What follows belongs to an exercise in optimizing a design on an open flow for small area; a production flow would make more cautious choices.
The RTL was checked by simulation tests, not by an equivalence proof against the original design.
Power is estimated from default activity; no workload was simulated.

run A:
Design etu_da, start of the top module:
module etu_da (
    input  wire        clk,
    input  wire        rst,           
    input  wire        op_valid,
    input  wire [31:0] op_word,
    output wire        resp_valid,
    output wire [2:0]  resp_status,
    output wire [15:0] resp_data,
    output reg         diag_valid,
    output wire [1:0]  diag_loop,
    output wire [7:0]  diag_state,
    output wire        trig,
    output wire [15:0] motor_out,
    output wire [15:0] steer_out,
    output wire        frozen,
    output wire        irq
);
For scale: ~740 cells after synthesis, about 6900 µm² of cells after synthesis.
Settings: LEC_CHECK=0, ABC_AREA=1, CAP_MARGIN=0, CORE_MARGIN=2, CORE_UTILIZATION=60, GPL_TIMING_DRIVEN=0, PLACE_DENSITY=0.7, SLEW_MARGIN=0; clock period 6.0 ns.
standard.sh (not shown) runs the stock make flow with config.mk's settings and CLKGATE_MAP_FILE= SYNTH_SCRIPT=/design/flow/synth_recipe.tcl, a recipe that flattens the netlist after the stock synthesis.
==> flow/flow/run.sh <==
#!/bin/bash
# Layout flow: the standard ORFS flow (standard.sh) with
#  - synthesis: the standard script with an area-oriented ABC mapping
#    (flow/synth_area.tcl, flow/area.abc) and no full-adder extraction;
#  - small (buf_1) port buffers;
#  - a clock tree of clkbuf_8 without dummy loads.
# Full tool output goes to flow.log here; per-step logs are under orfs/logs/.
set -euo pipefail
D=$(cd "$(dirname "${BASH_SOURCE[0]}")" && pwd)
export AREA_ABC_SCRIPT="$D/area.abc"
bash standard.sh finish \
  SYNTH_SCRIPT="$D/synth_area.tcl" \
  ADDER_MAP_FILE= \
  BUFFER_PORTS_ARGS="-buffer_cell sky130_fd_sc_hd__buf_1" \
  CTS_ARGS="-sink_clustering_enable -repair_clock_nets -dont_use_dummy_load -buf_list sky130_fd_sc_hd__clkbuf_8" \
  > flow.log 2>&1
==> flow/flow/area.abc <==
strash
&get -n
&fraig -x
&put
scorr
dc2
strash
&get -n
&dch -f
&nf -R 1000
&put
==> flow/flow/synth_area.tcl <==
# The standard synthesis script, with ABC's cell mapping replaced by an
# area-oriented script (flow/area.abc) and no full-adder extraction
# (ADDER_MAP_FILE is left empty by run.sh). Registers are mapped exactly as
# in the standard synthesis (dfflibmap runs before ABC, which sees only
# combinational logic).
proc synth {args} { yosys synth -nofsm -noshare {*}$args }
proc abc {args} {
  set i [lsearch -exact $args -script]
  if { $i >= 0 } {
    set args [lreplace $args $i [expr {$i + 1}] -script $::env(AREA_ABC_SCRIPT)]
  }
  yosys abc {*}$args
}
source $::env(SCRIPTS_DIR)/synth.tcl
# left out here: clear keep_hierarchy, flatten, clean up, hide names made inside functions, write 1_2_yosys.v
Relative to run A, the following input files were edited for run B:
diff --git a/flow/design.v b/flow/design.v
--- a/flow/design.v
+++ b/flow/design.v
@@ -1,19 +1,19 @@
 module etu_da (
     input  wire        clk,
     input  wire        rst,           
     input  wire        op_valid,
     input  wire [31:0] op_word,
-    output wire        resp_valid,
-    output wire [2:0]  resp_status,
+    output reg         resp_valid,
+    output reg  [2:0]  resp_status,
     output wire [15:0] resp_data,
     output reg         diag_valid,
     output wire [1:0]  diag_loop,
     output wire [7:0]  diag_state,
     output wire        trig,
     output wire [15:0] motor_out,
     output wire [15:0] steer_out,
     output wire        frozen,
     output wire        irq
 );
     localparam [2:0] ST_OK         = 3'd0;
     localparam [2:0] ST_RESERVED   = 3'd1;
@@ -32,28 +32,26 @@
     reg        wake_motor;      
     reg        wake_steer;      
     reg [15:0] tcnt;
     reg        es;
     reg        armed;           
     reg        capf;
     reg        trig_r;
     reg        echo_in;
     reg        fatal_f;         
     reg        wdt_one;         
     reg [15:0] motor_out_r;
     reg [15:0] steer_out_r;
-    reg [3:0]  rcode;
+    reg [2:0]  rsel;            
     reg [1:0]  dloop;           
-    assign resp_valid  = rcode[3] || (rcode[2:0] != 3'd7);
-    assign resp_status = rcode[3] ? 3'd0 : rcode[2:0];
     assign trig      = trig_r;
     assign motor_out = motor_out_r;
     assign steer_out = steer_out_r;
     assign frozen    = fatal_f;
     assign irq       = capf & armed;
     wire [3:0]  cls = op_word[31:28];
     wire [3:0]  op  = op_word[27:24];
     wire [3:0]  idx = op_word[23:20];
     wire [3:0]  rsv = op_word[19:16];
     wire [15:0] imm = op_word[15:0];
     wire idx_z = (idx == 4'd0);
     wire rsv_z = (rsv == 4'd0);
@@ -151,31 +149,31 @@
     always @* begin
         case (st_car[1:0])
             2'd0:    car_next = 2'd2;
             2'd2:    car_next = cmd1 ? 2'd1 : cmd2 ? 2'd3 : 2'd2;
             2'd1:    car_next = cmd0 ? 2'd2 : 2'd1;
             default: car_next = cmd0 ? 2'd2 : 2'd3;
         endcase
     end
     wire car_fwd   = (car_next == 2'd1);
     wire car_steer = (car_next == 2'd3) && (pulse_width < 16'd150);
     reg [15:0] get_data;
     always @* begin
-        case ({!rcode[3], rcode[2:0]})
+        case (rsel)
             3'd0:    get_data = {8'd0, edge_phase};
             3'd1:    get_data = pulse_width;
             3'd2:    get_data = {8'd0, drive_cmd};
             3'd3:    get_data = motor_sp;
             3'd4:    get_data = steer_sp;
-            default: get_data = 16'd0;    
+            default: get_data = 16'd0;
         endcase
     end
     assign resp_data = get_data;
     wire ok         = do_op && !rst;
     wire quantum_ok = ok && is_quantum;
     wire wdt_expire = quantum_ok && fatal_f && wdt_one;
     wire soft_reset = rst || (do_op && is_reset) || wdt_expire;
     wire nr         = !soft_reset;
     wire q_ok       = quantum_ok && !wdt_expire;
     wire put0 = ok && is_put && (idx[2:0] == 3'd0);
     wire put1 = ok && is_put && (idx[2:0] == 3'd1);
     wire put2 = ok && is_put && (idx[2:0] == 3'd2);
@@ -245,18 +243,19 @@
         tcnt        <= ({16{h_tc}} & tcnt) | ({16{tick_l}} & tsum);
         es          <= (nr && !(cap || echo0) && es) || cap_fall || echo0;
         armed       <= (nr && armed) || echo0;
         capf        <= (nr && !(cap || echo0) && capf) || capf_set;
         trig_r      <= (nr && !(echo0 || echo1) && trig_r) || echo0 || (echo1 && !trig_r);
         echo_in     <= (!rst && !edge_l && echo_in) || (edge_l && imm[0]);
         fatal_f     <= (nr && fatal_f) || take_fatal;
         wdt_one     <= nr && (wdt_one || (q_ok && fatal_f));
         motor_out_r <= ({16{h_mo}} & motor_out_r) | ({16{motor1}} & motor_sp);
         steer_out_r <= ({16{h_so}} & steer_out_r) | ({16{steer1}} & steer_sp);
     end
     always @(posedge clk) begin
+        resp_valid  <= op_valid && !rst;
+        resp_status <= status;
         diag_valid  <= take_fatal && !rst;
-        rcode       <= (!op_valid || rst) ? 4'b0111 :
-                       (is_get && status == ST_OK) ? {1'b1, idx[2:0]} : {1'b0, status};
+        rsel        <= (is_get && status == ST_OK) ? idx[2:0] : 3'd7;
         dloop       <= run_id;
     end
 endmodule
--- outcome ---
Per the comparison of run B with run A, sequential power share has increased; overall track demand over capacity in global routing has increased; final cell count has increased; mean cell area of the mapped netlist has decreased. Compared with run A, wire length of the first global-routing pass in run B increased slightly. Status: die extent in y parity (run A, run B). Die area, run B vs run A: up slightly. In run B relative to run A, multi-input combinational cell area had gone down slightly. The critical path's largest stage delay was comparable across run A and run B. In run B the instance count of the mapped netlist turned out 1.1% higher than in run A. The total number of vias was comparable across run A and run B.

[separate check: timing with driven ports]
The results above use ideal ports. As a check the final layouts listed here were re-extracted and re-timed, cells and wires unchanged. Step 1 (the two cells are an assumption about what drives the block):
set clk [get_ports {clk}]
set_driving_cell -lib_cell sky130_fd_sc_hd__clkbuf_16 $clk
set_driving_cell -lib_cell sky130_fd_sc_hd__buf_2 [delete_from_list [all_inputs] $clk]
Step 2, shift: input delay + t, output delay - t, t = (earliest + latest rising clock arrival at the registers) / 2. This alone moves slack from input paths to output paths. a / b / c = ideal ports / drivers / drivers and shift; a / b = the first two.
| run | t (ns) | slack for setup (ns) | worst setup path at the end | worst slew at a driven data input, ns |
|---|---|---|---|---|
| run A | 0.486 | 0.499 / 0.520 / 0.034 | input to register | 0.05 |
| run B | 0.479 | 0.476 / 0.490 / 0.011 | input to register | 0.04 |
After both steps setup and hold are still met in every run listed.
